This is an optimization exercise on Yosys and OpenROAD, whose aim is small area, a short achievable clock period and few clock cycles per item, not a production implementation. Only simulation tests tie the RTL to the original design; equivalence was not proved. Power is estimated from default activity; no workload was simulated.

**flow/design.v**
```verilog
module fp_round_pack (
    input  wire              sign,
    input  wire signed [11:0] e,
    input  wire [23:0]       m,
    input  wire              g,
    input  wire              s,
    output reg  [31:0]       result
);
    wire        sub  = (e <= 12'sd0);
    wire [11:0] shw  = 12'd1 - e;
    wire [4:0]  sh   = !sub ? 5'd0 : ((shw > 12'd25) ? 5'd25 : shw[4:0]);
    wire [24:0] v    = {m, g};
    wire [24:0] vs   = v >> sh;
    wire        lost = |(v & ~({25{1'b1}} << sh));
    wire [7:0]  ef   = sub ? 8'd0 : e[7:0];
    wire        gg   = vs[0];
    wire        ss   = s | lost;
    wire [30:0] rnd  = {ef, vs[23:1]} + {30'd0, gg & (ss | vs[1])};
    always @* begin
        if (!sub && e >= 12'sd255)
            result = {sign, 8'hFF, 23'd0};
        else
            result = {sign, rnd};
    end
endmodule
module fp_i2f (
    input  wire [30:0] mag,
    output wire        zero,
    output wire [23:0] m,
    output wire [4:0]  e
);
    reg [4:0] lz;
    integer i;
    always @* begin
        lz = 5'd0;
        for (i = 0; i < 31; i = i + 1)
            if (mag[i]) lz = 5'd30 - i[4:0];
    end
    wire [30:0] mn  = mag << lz;
    wire [24:0] r   = {1'b0, mn[30:7]} + {24'd0, mn[6] & ((|mn[5:0]) | mn[7])};
    assign zero = (mag == 31'd0);
    assign m    = r[24] ? 24'h800000 : r[23:0];
    assign e    = (5'd30 - lz) + {4'd0, r[24]};
endmodule
module fp_mul (
    input  wire              sign,
    input  wire [23:0]       ma,
    input  wire signed [9:0] xa,
    input  wire [23:0]       mb,
    input  wire signed [9:0] xb,
    output wire [31:0]       y
);
    wire [47:0] p  = ma * mb;
    wire signed [11:0] e = {{2{xa[9]}}, xa} + {{2{xb[9]}}, xb} + 12'sd127 + {11'd0, p[47]};
    wire [23:0] m  = p[47] ? p[47:24] : p[46:23];
    wire        g  = p[47] ? p[23] : p[22];
    wire        s  = p[47] ? (|p[22:0]) : (|p[21:0]);
    fp_round_pack u_pack (.sign(sign), .e(e), .m(m), .g(g), .s(s), .result(y));
endmodule
module fp_add (
    input  wire [31:0] a,
    input  wire [31:0] b,
    output reg  [31:0] y
);
    wire a_nan = (&a[30:23]) && (|a[22:0]);
    wire b_nan = (&b[30:23]) && (|b[22:0]);
    wire a_inf = (&a[30:23]) && !(|a[22:0]);
    wire b_inf = (&b[30:23]) && !(|b[22:0]);
    wire        swap = b[30:0] > a[30:0];
    wire [31:0] l = swap ? b : a;
    wire [31:0] s = swap ? a : b;
    wire [23:0] ml = {|l[30:23], l[22:0]};
    wire [23:0] ms = {|s[30:23], s[22:0]};
    wire [7:0]  xl = (|l[30:23]) ? l[30:23] : 8'd1;
    wire [7:0]  xs = (|s[30:23]) ? s[30:23] : 8'd1;
    wire [7:0]  d  = xl - xs;
    wire        far = (d > 8'd26);
    wire [4:0]  dsh = far ? 5'd27 : d[4:0];
    wire [26:0] sfull = {ms, 3'b000};
    wire [26:0] sx = sfull >> dsh;
    wire [26:0] lostm = ~({27{1'b1}} << dsh);
    wire        lost = |(sfull & lostm);
    wire [26:0] ws = {sx[26:1], sx[0] | lost};
    wire        sub = l[31] ^ s[31];
    wire [27:0] sum = sub ? ({1'b0, ml, 3'b000} - {1'b0, ws}) : ({1'b0, ml, 3'b000} + {1'b0, ws});
    reg  [4:0]  lz;
    integer i;
    always @* begin
        lz = 5'd27;
        for (i = 0; i < 27; i = i + 1)
            if (sum[i]) lz = 5'd26 - i[4:0];
    end
    wire [7:0]  lim = xl - 8'd1;
    wire [7:0]  shl = ({3'd0, lz} > lim) ? lim : {3'd0, lz};
    wire [26:0] mn  = sum[26:0] << shl[4:0];
    wire [7:0]  en  = xl - shl;
    wire [23:0] sig  = sum[27] ? sum[27:4] : mn[26:3];
    wire        grd  = sum[27] ? sum[3] : mn[2];
    wire        stk  = sum[27] ? (|sum[2:0]) : (|mn[1:0]);
    wire [7:0]  ef   = sum[27] ? (xl + 8'd1) : (mn[26] ? en : 8'd0);
    wire [30:0] rnd  = {ef, sig[22:0]} + {30'd0, grd & (stk | sig[0])};
    always @* begin
        if (a_nan || b_nan || (a_inf && b_inf && (a[31] != b[31])))
            y = 32'h7FC00000;
        else if (a_inf)
            y = a;
        else if (b_inf)
            y = b;
        else if (sum == 28'd0)
            y = {a[31] & b[31], 31'd0};
        else if (sum[27] && xl == 8'd254)
            y = {l[31], 8'hFF, 23'd0};
        else
            y = {l[31], rnd};
    end
endmodule
module fp_div #(
    parameter R = 4
) (
    input  wire [24:0] rem_in,
    input  wire [23:0] div,
    output reg  [24:0] rem_out,
    output reg  [R-1:0] q
);
    integer i;
    reg [24:0] r;
    reg [25:0] df;
    always @* begin
        r = rem_in;
        for (i = R - 1; i >= 0; i = i - 1) begin
            df = {1'b0, r} - {2'b00, div};
            q[i] = !df[25];
            r = (df[25] ? r : df[24:0]) << 1;
        end
        rem_out = r;
    end
endmodule
module iar_stream_codec (
    input  wire        clk,
    input  wire        rst,
    input  wire        cmd_valid,
    output wire        cmd_ready,
    input  wire [31:0] cmd_word,
    input  wire [31:0] cmd_a0,
    input  wire [31:0] cmd_a1,
    input  wire [71:0] cmd_data,
    input  wire [3:0]  cmd_len,
    output reg         rsp_valid,
    output wire [7:0]  rsp_status,
    output reg  [31:0] rsp_r0,
    output wire [31:0] rsp_r1,
    output reg  [71:0] rsp_out,
    output reg  [3:0]  rsp_len
);
    localparam [3:0] ST_OK             = 4'd0;
    localparam [3:0] ST_CONFIG_ERR     = 4'd1;
    localparam [3:0] ST_MALFORMED      = 4'd3;
    localparam [3:0] ST_ALLOC_ERR      = 4'd4;
    localparam [3:0] ST_ILLEGAL        = 4'd5;
    localparam [3:0] ST_QRANGE_ERR     = 4'd8;
    localparam [3:0] ST_NOT_CONFIGURED = 4'd10;
    localparam [31:0] REF_SEED = 32'h40000000;
    localparam integer R  = 4;
    localparam integer NC = 7;
    localparam integer N  = R * NC;
    localparam [2:0] K_NOP = 3'd0, K_RST = 3'd1, K_ZZE = 3'd2, K_ZZD = 3'd3,
                     K_CFG = 3'd4, K_SC  = 3'd5, K_SD  = 3'd6, K_ILL = 3'd7;
    localparam [2:0] S_IDLE = 3'd0, S_EXEC = 3'd1, S_NORM = 3'd2, S_DIV = 3'd3,
                     S_RND  = 3'd4, S_MUL  = 3'd5, S_ADD  = 3'd6;
    reg [2:0] state;
    reg [2:0]  k_kind;
    reg [1:0]  k_ch;       
    reg [71:0] k_data;     
    reg [3:0]  k_len;
    reg        ch_cfg [0:3];
    reg [30:0] ch_t   [0:3];
    reg [31:0] ch_ref [0:3];
    reg [23:0] ma;         
    reg signed [9:0] xa;   
    reg [24:0] rem;        
    reg signed [10:0] xq;  
    reg        qsg;        
    reg        dz;         
    reg [N-1:0] quo;
    reg [2:0]  cnt;
    reg [31:0] qx;         
    reg        qfz;        
    reg [23:0] qfm;        
    reg [4:0]  qfe;        
    reg [31:0] pr;         
    wire [7:0] in_op = cmd_word[7:0];
    wire [3:0] in_ch = cmd_word[11:8];
    wire       in_hi = |cmd_word[31:12];
    wire       in_multi = (in_op == 8'h70) || (in_op == 8'h71) || (in_op == 8'h80) || (in_op == 8'h81);
    wire       in_ctl   = (in_op == 8'h00) || (in_op == 8'h01) || (in_op == 8'h40) || (in_op == 8'h41);
    wire       in_legal = !in_hi && ((in_multi && in_ch[3:1] == 3'd0) || (in_ctl && in_ch == 4'd0));
    reg  [2:0] in_kind;
    always @* begin
        case (in_op)
            8'h00: in_kind = K_NOP;
            8'h01: in_kind = K_RST;
            8'h40: in_kind = K_ZZE;
            8'h41: in_kind = K_ZZD;
            8'h70, 8'h80: in_kind = K_CFG;
            8'h71: in_kind = K_SC;
            8'h81: in_kind = K_SD;
            default: in_kind = K_ILL;
        endcase
        if (!in_legal) in_kind = K_ILL;
    end
    wire in_cfg = (in_op == 8'h70) || (in_op == 8'h80);
    wire c_cfg = ch_cfg[k_ch];
    wire [30:0] c_t   = ch_t[k_ch];
    wire [31:0] c_ref = ch_ref[k_ch];
    wire [31:0] k_a   = k_data[31:0];
    wire [31:0] zz_enc = {k_a[30:0], 1'b0} ^ {32{k_a[31]}};
    wire [31:0] zz_dec = {1'b0, k_a[31:1]} ^ {32{k_a[0]}};
    wire [31:0] add_b = (state == S_ADD) ? pr : {~c_ref[31], c_ref[30:0]};
    wire [31:0] add_a = (state == S_ADD) ? c_ref : k_a;
    wire [31:0] add_y;
    fp_add u_add (.a(add_a), .b(add_b), .y(add_y));
    reg  [71:0] fbits;
    reg  [4:0]  dn;
    reg         dfound;
    integer i;
    always @* begin
        for (i = 0; i < 72; i = i + 1)
            fbits[i] = k_data[i] && (i < 8 * k_len);
        dn = 5'd0;
        dfound = 1'b0;
        for (i = 35; i >= 4; i = i - 1)
            if (fbits[i]) begin
                dfound = 1'b1;
                dn = i - 4;
            end
    end
    wire [66:0] fsh  = fbits[71:5] >> dn;
    wire [31:0] dlow = {1'b0, fsh[30:0]} & ~(32'hFFFFFFFF << dn);
    wire [31:0] dx   = dlow | (32'd1 << dn);
    wire        qtop = quo[N-1];
    wire [23:0] xm   = qtop ? quo[N-1:N-24] : quo[N-2:N-25];
    wire        xg   = qtop ? quo[N-25] : quo[N-26];
    wire        xs   = (qtop ? (|quo[N-26:0]) : (|quo[N-27:0])) | (rem != 25'd0);
    wire [24:0] xr   = {1'b0, xm} + {24'd0, xg & (xs | xm[0])};
    wire signed [11:0] xe = {xq[10], xq} - {11'd0, !qtop} + {11'd0, xr[24]};
    wire [23:0] xm2  = xr[24] ? 24'h800000 : xr[23:0];
    wire        kovf = !dz && (xe >= 12'sd31);
    wire        ksmall = dz || (xe < -12'sd1);
    wire [4:0]  ksh1 = 5'd29 - xe[4:0];             
    wire [30:0] kM   = {xm2, 7'd0};
    wire [30:0] kpre = (xe == 12'sd30) ? 31'd0 : (kM >> ksh1);
    wire [31:0] kinc = {1'b0, kpre} + 32'd1;
    wire [30:0] kmag = ksmall ? 31'd0 : ((xe == 12'sd30) ? kM : kinc[31:1]);
    wire        kneg = qsg && (kmag != 31'd0);
    wire [30:0] i2f_mag = (state == S_RND) ? kmag : dx[31:1];
    wire        i2f_z;
    wire [23:0] i2f_m;
    wire [4:0]  i2f_e;
    fp_i2f u_i2f (.mag(i2f_mag), .zero(i2f_z), .m(i2f_m), .e(i2f_e));
    wire        is_cfg = (k_kind == K_CFG);
    wire [23:0] mb  = is_cfg ? 24'hFFBE77 : qfm;
    wire signed [9:0] xb = is_cfg ? -10'sd1 : {5'd0, qfe};
    wire        msg = !is_cfg && !qfx_pos;
    reg         qfx_pos;
    always @* qfx_pos = qx[0];        
    wire [31:0] mul_y;
    fp_mul u_mul (.sign(msg), .ma(ma), .xa(xa), .mb(mb), .xb(xb), .y(mul_y));
    wire [31:0] p_val = (!is_cfg && qfz) ? 32'd0 : mul_y;
    wire md_ok  = !k_a[31] && (k_a[30:23] != 8'hFF) && (k_a[30:0] != 31'd0);
    wire cfg_ok = (mul_y[30:0] != 31'd0) && (mul_y[30:23] < 8'hFE);
    wire [30:0] t_new = (mul_y[30:23] == 8'd0) ? {mul_y[29:0], 1'b0}
                                               : {mul_y[30:23] + 8'd1, mul_y[22:0]};
    reg [4:0] en;
    always @* begin
        en = 5'd0;
        for (i = 0; i < 32; i = i + 1)
            if (qx[i]) en = i;
    end
    wire [31:0] elow  = qx & ~(32'hFFFFFFFF << en);
    wire [71:0] frame = ({40'd0, elow} << (5 + en)) | (72'd1 << (4 + en));
    wire [6:0]  efb   = 7'd5 + {1'b0, en, 1'b0};
    wire [6:0]  efb7  = efb + 7'd7;
    wire simple = (k_kind == K_NOP) || (k_kind == K_RST) || (k_kind == K_ZZE) ||
                  (k_kind == K_ZZD) || (k_kind == K_ILL);
    assign cmd_ready = (state == S_IDLE) || (state == S_ADD) ||
                       (state == S_EXEC && simple) ||
                       (state == S_MUL && is_cfg);
    wire accept = cmd_valid && cmd_ready;
    wire d_nan_inf = &add_y[30:23];
    wire d_zero    = (add_y[30:0] == 31'd0);
    wire [R-1:0] dq;
    wire [24:0]  drem;
    fp_div #(.R(R)) u_div (.rem_in(rem), .div(ma), .rem_out(drem), .q(dq));
    reg        r_v;
    reg [3:0]  r_st;
    reg [31:0] r_r0;
    reg [6:0]  r_r1;
    reg [71:0] r_out;
    reg [3:0]  r_len;
    reg [6:0]  rsp_r1_q;
    reg [3:0]  rsp_st_q;
    assign rsp_status = {4'd0, rsp_st_q};
    assign rsp_r1     = {25'd0, rsp_r1_q};
    always @* begin
        r_v   = 1'b0;
        r_st  = ST_OK;
        r_r0  = 32'd0;
        r_r1  = 7'd0;
        r_out = 72'd0;
        r_len = 4'd0;
        case (state)
            S_EXEC: begin
                case (k_kind)
                    K_NOP, K_RST: r_v = 1'b1;
                    K_ZZE: begin r_v = 1'b1; r_r0 = zz_enc; end
                    K_ZZD: begin r_v = 1'b1; r_r0 = zz_dec; end
                    K_ILL: begin r_v = 1'b1; r_st = ST_ILLEGAL; end
                    K_CFG: if (!md_ok) begin r_v = 1'b1; r_st = ST_CONFIG_ERR; end
                    K_SC: begin
                        if (!c_cfg) begin r_v = 1'b1; r_st = ST_NOT_CONFIGURED; end
                        else if (d_nan_inf) begin r_v = 1'b1; r_st = ST_QRANGE_ERR; end
                    end
                    default: begin
                        if (!c_cfg) begin r_v = 1'b1; r_st = ST_NOT_CONFIGURED; end
                        else if (k_len > 4'd9) begin r_v = 1'b1; r_st = ST_ALLOC_ERR; end
                        else if (!dfound) begin r_v = 1'b1; r_st = ST_MALFORMED; end
                    end
                endcase
            end
            S_RND: if (kovf) begin r_v = 1'b1; r_st = ST_QRANGE_ERR; end
            S_MUL: if (is_cfg) begin
                r_v = 1'b1;
                if (cfg_ok) r_r0 = mul_y;
                else r_st = ST_CONFIG_ERR;
            end
            S_ADD: begin
                r_v  = 1'b1;
                r_r0 = add_y;
                r_r1 = efb;
                if (k_kind == K_SC) begin
                    r_out = frame;
                    r_len = efb7[6:3];
                end
            end
            default: ;
        endcase
    end
    integer j;
    always @(posedge clk) begin
        rsp_valid <= r_v && !rst;
        rsp_st_q  <= r_st;
        rsp_r0    <= r_r0;
        rsp_r1_q  <= r_r1;
        rsp_out   <= r_out;
        rsp_len   <= r_len;
        if (accept) begin
            k_kind <= in_kind;
            k_ch   <= {in_op[7], in_ch[0]};
            k_data <= {cmd_data[71:32], in_cfg ? cmd_a1 : ((in_op == 8'h81) ? cmd_data[31:0] : cmd_a0)};
            k_len  <= cmd_len;
        end
        if (rst) begin
            state <= S_IDLE;
            for (j = 0; j < 4; j = j + 1) begin
                ch_cfg[j] <= 1'b0;
                ch_ref[j] <= REF_SEED;
            end
        end else begin
            case (state)
                S_IDLE: ;
                S_EXEC: begin
                    case (k_kind)
                        K_RST: begin
                            for (j = 0; j < 4; j = j + 1) begin
                                ch_cfg[j] <= 1'b0;
                                ch_ref[j] <= REF_SEED;
                            end
                            state <= S_IDLE;
                        end
                        K_CFG: begin
                            ma    <= {|k_a[30:23], k_a[22:0]};
                            xa    <= (|k_a[30:23]) ? ({2'd0, k_a[30:23]} - 10'sd127) : -10'sd126;
                            state <= !md_ok ? S_IDLE : ((|k_a[30:23]) ? S_MUL : S_NORM);
                        end
                        K_SC: begin
                            ma    <= {|c_t[30:23], c_t[22:0]};
                            xa    <= (|c_t[30:23]) ? ({2'd0, c_t[30:23]} - 10'sd127) : -10'sd126;
                            rem   <= {1'b0, |add_y[30:23], add_y[22:0]};
                            xq    <= (|add_y[30:23]) ? ({3'd0, add_y[30:23]} - 11'sd127) : -11'sd126;
                            qsg   <= add_y[31];
                            dz    <= d_zero;
                            cnt   <= 3'd0;
                            quo   <= {N{1'b0}};
                            if (!c_cfg || d_nan_inf) state <= S_IDLE;
                            else if (d_zero) state <= S_RND;
                            else if (!(|c_t[30:23]) || !(|add_y[30:23])) state <= S_NORM;
                            else state <= S_DIV;
                        end
                        K_SD: begin
                            ma    <= {|c_t[30:23], c_t[22:0]};
                            xa    <= (|c_t[30:23]) ? ({2'd0, c_t[30:23]} - 10'sd127) : -10'sd126;
                            qx    <= dx;
                            qfz   <= i2f_z;
                            qfm   <= i2f_m;
                            qfe   <= i2f_e;
                            if (!c_cfg || k_len > 4'd9 || !dfound) state <= S_IDLE;
                            else if (!(|c_t[30:23])) state <= S_NORM;
                            else state <= S_MUL;
                        end
                        default: state <= S_IDLE;
                    endcase
                end
                S_NORM: begin
                    if (!ma[23]) begin
                        ma <= ma << 1;
                        xa <= xa - 10'sd1;
                    end
                    if (k_kind == K_SC && !rem[23]) begin
                        rem <= rem << 1;
                        xq  <= xq - 11'sd1;
                    end
                    if ((ma[23] || ma[22]) && (k_kind != K_SC || rem[23] || rem[22]))
                        state <= (k_kind == K_SC) ? S_DIV : S_MUL;
                end
                S_DIV: begin
                    if (cnt == 3'd0) xq <= xq - {xa[9], xa};
                    rem <= drem;
                    quo <= {quo[N-R-1:0], dq[R-1:0]};
                    cnt <= cnt + 3'd1;
                    if (cnt == NC - 1) state <= S_RND;
                end
                S_RND: begin
                    qx  <= {kmag, !kneg};
                    qfz <= i2f_z;
                    qfm <= i2f_m;
                    qfe <= i2f_e;
                    state <= kovf ? S_IDLE : S_MUL;
                end
                S_MUL: begin
                    pr <= p_val;
                    if (is_cfg) begin
                        state <= S_IDLE;
                        if (cfg_ok) begin
                            ch_cfg[k_ch] <= 1'b1;
                            ch_t[k_ch]   <= t_new;
                            ch_ref[k_ch] <= REF_SEED;
                        end
                    end else
                        state <= S_ADD;
                end
                S_ADD: begin
                    ch_ref[k_ch] <= add_y;
                    state <= S_IDLE;
                end
                default: state <= S_IDLE;
            endcase
            if (accept) state <= S_EXEC;
        end
    end
endmodule
```
**flow/config.mk**
```make
export PLATFORM = sky130hd
export DESIGN_NAME = iar_stream_codec
export DESIGN_NICKNAME = iar_stream_codec
export VERILOG_FILES = /design/flow/design.v
export SDC_FILE = /design/flow/constraint.sdc
export NUM_CORES = 4
export LEC_CHECK = 0
export CAP_MARGIN = 20
export CORE_MARGIN = 2
export CORE_UTILIZATION = 30
export PLACE_DENSITY = 0.4
export SLEW_MARGIN = 20
```
**flow/constraint.sdc**
```tcl
create_clock -name core_clock -period 40.0 [get_ports {clk}]
set_input_delay 8.0000 -clock core_clock [delete_from_list [all_inputs] [get_ports {clk}]]
set_output_delay 8.0000 -clock core_clock [all_outputs]
set_load 0.01 [all_outputs]
```
**flow/run.sh**
```bash
#!/bin/bash
# synth_recipe.tcl (not shown) runs the flow's synth.tcl, then flattens the netlist and writes it again
# the make line also repeats each setting of config.mk as NAME=value (left out here)
make -C /OpenROAD-flow-scripts/flow DESIGN_CONFIG=/design/flow/config.mk WORK_HOME=/design/flow/orfs CLKGATE_MAP_FILE= SYNTH_SCRIPT=/design/flow/synth_recipe.tcl finish
```
==> summary.txt <==
Clock tree
  – Root Buffer: clkbuf_16
  – Worst skew pair latency: 0.71 ns
  – Post-CTS Hold Buffers: 0
  – Num CTS Buffers: 75
  – Sink Count: 654
  – Clock Tree Buf Depth: 3
  – Post-CTS Setup Repair Bufs: 0
  – CTS resizes: 0
  – CTS tree: yes
  – H-Tree Depth: 3
  – Clk slew on worst S/H paths: approximately 0.07 ns

Cells and area
  – Fin cells: 13700
  – Layout cells sized above 1: 8.03%
  – Nets: between 10000 and 15000
  – Commonest non-fill, non-tap cell in the layout: nand2_1
  – Area Growth Syn to Fin: 12.0%
  – Fin area: 92300 um2
  – Commonest non-fill, non-tap cells in the layout: nand2_1 (1179), nor2_1 (1058), inv_1 (798)

Power
  – Worst vdd ir: 35.2 uV
  – Cell Pwr Density: 32.1 nW/um2
  – Leak pwr: 37.1 nW

Routing
  – Via count: approximately 79000
  – 1st-pass router iterations: 8
  – Routed len/inst: 27.3 um
  – Number of vias per cell: around 5.7
  – ANT nets after route: 0
  – DRT iter0 DRCs: 7543
  – WL final: 374000 um
  – DRC Markers: 0

Global route
  – Initial antenna violation count: 44
  – Vias in the first global route: 76200
  – Largest net degree at the start of global routing: 74
  – Global-route usage over all layers: 26.0%
  – Grt ovf: 0
  – First-pass GRT wire length: 540000 um

Placement
  – Dpl hpwl: 290000 um
  – GP Congestion: 0.935
  – # port buffers: 290
  – Dpl cells: 13600
  – Placed instance area: 89500 um2

Logic synthesis
  – Mapped Area: approximately 82000 um2
  – Area share of the largest cell type after synthesis: 19.1%
  – Post-synth EDFFs: roughly 530
  – Yosys cell types: 139
  – Register area share after synthesis: about 22%
  – Primary FF master, synth: edfxtp_1
  – Synth area leaders: edfxtp_1 (19%), fa_1 (12%), ha_1 (6.9%)
  – Asr flop ratio synth: 0%
  – Gate count of the mapped netlist: 10000
  – Seq cells post-synth: 654
  – Syn. warnings: 5
  – Post-synth top area cell: edfxtp_1
  – Avg Synthesized Cell Area: 8.21 um2

Run
  – Max cap viols: 0

Worst setup path
  – Crit path from: state[2]
  – CP max FO: 66
  – Slowest CP cell: dfxtp_1
  – Crit-path max cell delay: ~0.88 ns
  – Nature of the critical path endpoint: flip-flop
  – Worst EP arrival: approximately 25 ns
  – Setup crit start kind: flip-flop
  – Critical path class: reg -> reg
  – Worst endpoint required time: about 41 ns
  – R2r startpoint: state[2]

Timing
  – RSZ-0062 raised after global routing: false
  – Setup Skew: 0.0560 ns
  – Crit path time final: 24.55 ns
  – TNS Setup: 0 ns
  – Worst-Margin Slew: 1.18 ns
  – Period utilization: 61.4%
  – Achievable Freq: 0.0407 GHz
  – Final Hold Vio Count: 0
  – Pins Over Slew Limit: 0
  – Final setup viols: 0
  – Max-slew headroom: about a fifth

Floorplanning
  – Die width: 528 um
  – Die Ht: 528 um
  – I/O Pins: 325
  – Rows: between 150 and 200
  – Core ar.: ~270000 um2
  – Starting Density: between 30 and 40%
  – Die ar.: 279000 um2

Min path
  – Hold_sp: ch_cfg[2]
  – Hold crit path type: reg -> reg

Outcome
  – Status: finished clean
-- registers in the layout, summed over array words and instances, names as in the netlist, 2 cells and up, named ones only --
| name | cells |
|---|---|
| rem | 25 |
| rsp_st_q | 4 |
| k_kind | 3 |
| rsp_out | 72 |
| cnt | 3 |
| rsp_r1_q | 7 |
| state | 3 |
| qfe | 5 |
| xq | 11 |
| rsp_r0 | 32 |
| ch_cfg | 4 |
| xa | 10 |
| ma | 24 |
| k_data | 67 |
| k_ch | 2 |
| pr | 32 |
| rsp_len | 4 |
| qx | 32 |
| qfm | 24 |
| ch_ref | 128 |
| k_len | 4 |
| quo | 28 |
| ch_t | 124 |
-- per-stage QoR --
| step | total power, W | hold slack, ns | utilization, % | setup WS [ns] |
|---|---|---|---|---|
| after floorplan | 0.00160 | 0.421 | - | 21.27 |
| after global placement | 0.00218 | 0.429 | 32.8 | 15.32 |
| after detailed placement | 0.00218 | 0.438 | 32.8 | 15.43 |
| after CTS | 0.00295 | 0.453 | 33.7 | 15.37 |
| after global routing | 0.00308 | 0.474 | 33.8 | 13.57 |
| final | 0.00296 | 0.452 | 33.8 | 15.45 |
-- layer usage --
| layer | vias up | GRT usage [%] | share of wire [%] | wire length [um] |
|---|---|---|---|---|
| met1 | 39200 | 36.9 | 45 | 170000 |
| met3 | 456 | 4.08 | 7.0 | 26200 |
| met2 | 3047 | 40.7 | 45 | 167000 |
| met5 | - | 0 | 0.044 | 166 |
| li1 | 35800 | - | - | - |
| met4 | 24 | 6.97 | 2.9 | 10900 |
-- area by class of cell --
type                    count  area [um2]
flip-flops and latches    654       18400
well taps                3589        4490
fillers                 28800      181000
repair buffers            541        4820
diodes                     18        45.0
clock buffers              91        2040
inverters                 820        3090
clock inverters            48         579
multi-input cells        7962       58900
-- power breakdown --
group / total [W] / switching, W / internal, W
combinational: 0.00144 / 0.00102 / 0.000427
clock: 0.000756 / 0.000329 / 0.000428
sequential: 0.000762 / 0.00000840 / 0.000753
total: 0.00296 / 0.00135 / 0.00161
-- critical path, delay by kind of cell, from the launching register on --
family,cells,cell delay (ns)
AO/OA/AOI/OAI,37,10.45
AND/OR/NAND/NOR,25,7.77
buffers and inverters,9,2.91
adder cells (fa/ha/maj),6,1.80
flip-flops,1,0.88
multiplexers,1,0.55
-- path summary, 6_finish.rpt --
check	cells after the start	to	slack, ns
worst max-delay path	78	rsp_st_q[3]	15.45
worst min-delay path	1	ch_cfg[2]	0.45
worst max register to register	78	rsp_st_q[3]	15.45
worst min register to register	1	ch_cfg[2]	0.45
-- kinds of logic after synthesis --
group | Yosys count | synth area share (%)
adder cells (fa/ha/maj) | 943 | 18.8
AND/OR/NAND/NOR | 3612 | 20.4
buffers and inverters | 1448 | 6.96
AO/OA/AOI/OAI | 2529 | 20.3
XOR/XNOR | 331 | 3.54
flip-flops | 654 | 22.3
other | 2 | 0.00912
multiplexers | 516 | 7.75
-- cell usage after synthesis, types with 109 or more instances --
| library cell | n |
|---|---|
| fa_1 | 490 |
| inv_1 | 799 |
| nor3_1 | 227 |
| nor2_1 | 1081 |
| nand2_1 | 1181 |
| clkbuf_1 | 488 |
| dfxtp_1 | 129 |
| mux2i_1 | 340 |
| a21o_1 | 123 |
| o211ai_1 | 109 |
| edfxtp_1 | 525 |
| and2_1 | 132 |
| xnor2_1 | 254 |
| ha_1 | 453 |
| o21ai_0 | 611 |
| o22ai_1 | 123 |
| a21oi_1 | 552 |
| nand3_1 | 268 |
Testbench counts, summed over its fixed seeds: cycles 26,953, items 3,872.

## static timing again, ports no longer ideal
The results above use ideal ports. As a check the final layout listed here was re-extracted and re-timed, cells and wires unchanged. Step 1 (the two cells are an assumption about what drives the block):
set clk [get_ports {clk}]
set_driving_cell -lib_cell sky130_fd_sc_hd__clkbuf_16 $clk
set_driving_cell -lib_cell sky130_fd_sc_hd__buf_2 [delete_from_list [all_inputs] $clk]
Step 2, shift: input delay + t, output delay - t, t = (earliest + latest rising clock arrival at the registers) / 2. This alone moves slack from input paths to output paths. Three values: ideal, step 1, step 2; two values: the first two.
t (ns): 0.767
setup WS [ns]: 15.447 / 15.447 / 15.447
worst slew at a driven data input, ns: 0.19
After both steps this run still meets setup and hold. The setup slack of this run moves by 0.000 ns with the drivers and by 0.000 ns with both steps.
